From an optimization exercise on the open Yosys and OpenROAD flow, aimed at small area; shortcuts taken in it are not production practice.
The RTL was checked by simulation tests, not by an equivalence proof against the original design.
No activity file was given, so power comes from the tool's default toggle rates.

## hex_flash_receiver
module hex_flash_receiver (
    input  wire         clk,
    input  wire         rst,             
    input  wire         in_valid,
    output wire         in_ready,
    input  wire [1:0]   in_op,           
    input  wire [63:0]  in_frame,        
    input  wire [31:0]  in_now,          
    output wire         res_valid,
    output wire [1:0]   res_op,
    output wire [1:0]   res_code,        
    output wire [15:0]  res_line,
    output wire         res_in_progress,
    output wire         res_complete,
    output wire         wr_valid,        
    output wire [31:0]  wr_addr,
    output wire [4:0]   wr_len,
    output wire [127:0] wr_data
);
    localparam OP_FRAME  = 2'd0;
    localparam OP_TICK   = 2'd1;
    localparam OP_ABORT  = 2'd2;
    localparam RSP_NONE     = 2'd0;
    localparam RSP_SEND     = 2'd1;
    localparam RSP_COMPLETE = 2'd2;
    localparam RSP_ERROR    = 2'd3;
    localparam S_IDLE = 3'd0;
    localparam S_RESP = 3'd1;
    localparam S_VAL  = 3'd2;    
  ...
For scale: about 18000 um2 of cells after synthesis.
==> flow/config.mk <==
export PLATFORM = sky130hd
export DESIGN_NAME = hex_flash_receiver
export DESIGN_NICKNAME = hex_flash_receiver
export VERILOG_FILES = /design/flow/design.v
export SDC_FILE = /design/flow/constraint.sdc
export NUM_CORES = 8
export LEC_CHECK = 0
export CAP_MARGIN = 20
export CORE_MARGIN = 2
export CORE_UTILIZATION = 65
export SLEW_MARGIN = 20
export SYNTH_HIERARCHICAL = 1
==> flow/constraint.sdc <==
create_clock -name core_clock -period 10.0 [get_ports {clk}]
set_input_delay 2.0000 -clock core_clock [delete_from_list [all_inputs] [get_ports {clk}]]
set_output_delay 2.0000 -clock core_clock [all_outputs]
set_load 0.01 [all_outputs]
standard.sh (not shown) runs the stock make flow with config.mk's settings and CLKGATE_MAP_FILE= SYNTH_SCRIPT=/design/flow/synth_recipe.tcl, a recipe that flattens the netlist after the stock synthesis.
==> flow/flow/run.sh <==
#!/bin/bash
# Layout flow: the standard layout (standard.sh) with these changes:
#  - after the standard synthesis, its combinational cells are mapped again
#    for area: each library cell but the flip-flops and full adders is
#    replaced by its Boolean function and ABC maps that logic once more
#    (flow/remap.abc). Flip-flops, full adders and the netlist's names are
#    kept as the standard synthesis made them; the standard netlist is kept
#    as 1_2_yosys.std.v;
#  - every input and output port is still buffered, with the platform's
#    smallest buffer (buf_1) instead of the resizer's default choice;
#  - clock tree: clkbuf_4 buffers, registers clustered 8 to a leaf buffer
#    (within 40 um), and no dummy loads added to balance the tree.
# Each tool's output goes to a log of its own here: flow_synth.log,
# flow_remap.log, flow_make.log (and ORFS's step logs under orfs/logs/).
set -euo pipefail
P=${FLOW_PLATFORM:-sky130hd}
R=orfs/results/$P/hex_flash_receiver/base
L=orfs/logs/$P/hex_flash_receiver/base
LIB=$FLOW_HOME/platforms/$P/lib/sky130_fd_sc_hd__tt_025C_1v80.lib
YOSYS=$(command -v yosys || echo "$FLOW_HOME/../tools/install/yosys/bin/yosys")
export BUFFER_PORTS_ARGS="-buffer_cell sky130_fd_sc_hd__buf_1"
export CTS_ARGS="-sink_clustering_enable -repair_clock_nets -dont_use_dummy_load -buf_list sky130_fd_sc_hd__clkbuf_4 -sink_clustering_size 8 -sink_clustering_max_diameter 40"

bash standard.sh synth > flow_synth.log 2>&1

cp "$R/1_2_yosys.v" "$R/1_2_yosys.std.v"
TYPES=$(grep -o 'sky130_fd_sc_hd__[a-z0-9_]*' "$R/1_2_yosys.std.v" | sort -u)
python3 flow/cell_functions.py flow_cells.v $TYPES
DONTUSE=$(grep -o -- '-dont_use [^ ]*' "$L/1_2_yosys.log" | sort -u | tr '\n' ' ')
printf 'set_driving_cell sky130_fd_sc_hd__buf_1\nset_load 5\n' > flow_abc.constr
sed -e "s|@LIB@|$LIB|g" -e "s|@IN@|$R/1_2_yosys.std.v|" -e "s|@TOP@|${FLOW_TOP:-hex_flash_receiver}|" \
    -e "s|@FUNC@|flow_cells.v|" -e "s|@ABC@|$(pwd)/flow/remap.abc|" -e "s|@DONTUSE@|$DONTUSE|" \
    -e "s|@CONSTR@|$(pwd)/flow_abc.constr|" -e "s|@STAT@|flow_remap_stat.txt|" \
    -e "s|@OUT@|$R/1_2_yosys.v|" flow/remap.ys.in > flow_remap.ys
"$YOSYS" -s flow_remap.ys > flow_remap.log 2>&1

bash standard.sh > flow_make.log 2>&1
Other scripts of this flow, unchanged in this note and not shown: flow/flow/cell_functions.py, flow/flow/remap.abc, flow/flow/remap.ys.in
Then changed:
--- a/flow/design.v
+++ b/flow/design.v
@@ -37,25 +37,25 @@
     reg  [1:0]   op_q;
     reg  [1:0]   code_q;
     reg          in_progress, complete, new_init_pending, init_error, eof_received;
     reg  [14:0]  expected_lines;
     reg  [31:0]  expected_crc;
     reg  [31:0]  file_crc;
     reg  [15:0]  cur_line;
     reg  [3:0]   seg_total;          
-    reg  [8:0]   seg_rcvd;
     reg  [31:0]  last_frame_ms;
     reg  [15:0]  base_d;             
     reg          base_t;
     reg  [214:0] ring;               
     reg          ff43;               
     reg  [5:0]   rc;                 
     reg  [5:0]   pos;
     reg  [7:0]   work;               
+    wire [8:0]   seg_rcvd = {pos[0], work};
     wire [5:0] rc_next = (rc >= 6'd16) ? rc - 6'd16 : rc + 6'd27;
     wire [4:0] rd = ring[4:0];
     wire       rd_hex = !rd[4] || (rd[3] && (rd[2] || rd[1]));
     wire [3:0]  f_index = in_frame[19:16];
     wire [3:0]  f_total = in_frame[23:20];
     wire        ln_ok   = !cur_line[15] && (cur_line[14:0] == in_frame[15:1]);
     wire [5:0]  si5     = {2'b00, f_index} + {f_index, 2'b00};
     wire        is_seg  = (in_op == OP_FRAME) && in_frame[0];
@@ -185,47 +185,47 @@
                                 state          <= S_FILL;      
                                 seg_total      <= 4'h0;
                                 last_frame_ms  <= in_now;
                                 base_d         <= 16'h0;
                             end
                         end else begin
                             if (seg_adopt) begin
                                 seg_total <= f_total;
-                                seg_rcvd  <= 9'h0;
+                                {pos[0], work} <= 9'h0;
                             end
                             if (seg_write) begin
-                                seg_rcvd      <= (seg_adopt ? 9'h0 : seg_rcvd) | seg_bit;
-                                last_frame_ms <= in_now;
+                                {pos[0], work} <= (seg_adopt ? 9'h0 : seg_rcvd) | seg_bit;
+                                last_frame_ms  <= in_now;
                             end
                         end
                     end
                     OP_TICK: begin
-                        work  <= {6'h00, gt5, gt15};
-                        state <= S_TICK;
+                        code_q <= {gt5, gt15};
+                        state  <= S_TICK;
                     end
                     OP_ABORT: begin
                         in_progress <= 1'b0;
                         complete    <= 1'b0;
                         cur_line    <= 16'h0;
                     end
                     default: ;
                     endcase
                 end
             end
             S_TICK: begin    
-                state <= S_RESP;
+                state  <= S_RESP;
+                code_q <= RSP_NONE;
                 if (!in_progress) begin
-                    code_q <= RSP_NONE;
-                end else if (work[0]) begin
+                end else if (code_q[0]) begin
                     in_progress <= 1'b0;
                     complete    <= 1'b0;
                     cur_line    <= 16'h0;
                     code_q      <= RSP_ERROR;
-                end else if (!ready && work[1]) begin
+                end else if (!ready && code_q[1]) begin
                     code_q <= RSP_SEND;
                 end else if (new_init_pending) begin
                     new_init_pending <= 1'b0;
                     init_error       <= 1'b0;
                     code_q           <= init_error ? RSP_ERROR : RSP_SEND;
                 end else if (ready) begin
                     code_q <= RSP_SEND;
                     pos    <= 6'd0;
Cell count rises by 1.9%.
Synthesized area falls by 0.50%.
Worst setup slack loses 0.077 ns.
Hold slack loses 0.0053 ns.
Power falls by 4.8%.
Critical path depth rises by 2.
Clock skew stays flat.
Count of clock-buffer cells in the layout falls by 2.

[re-timing with driven ports]
No port has a modelled driver above. Below, the same layouts with a new extraction and two added sets of constraints.
Step 1 assumes that a clkbuf_16 drives the clock port and a buf_2 every other input.
Step 2 times the ports against the registers' clock, not the clock port: input delays grow and output delays shrink by t, the midpoint of the rising clock arrivals with the driver on.
a / b / c = no drivers / after step 1 / after step 2; a / b = the first two.
run	t (ns)	slack for setup (ns)	pins driven straight from the clock port
the first run	0.742	0.946 / 0.898 / 0.980	1
the second run	0.753	0.869 / 0.825 / 1.215	1
After both steps setup and hold are still met in every run listed.
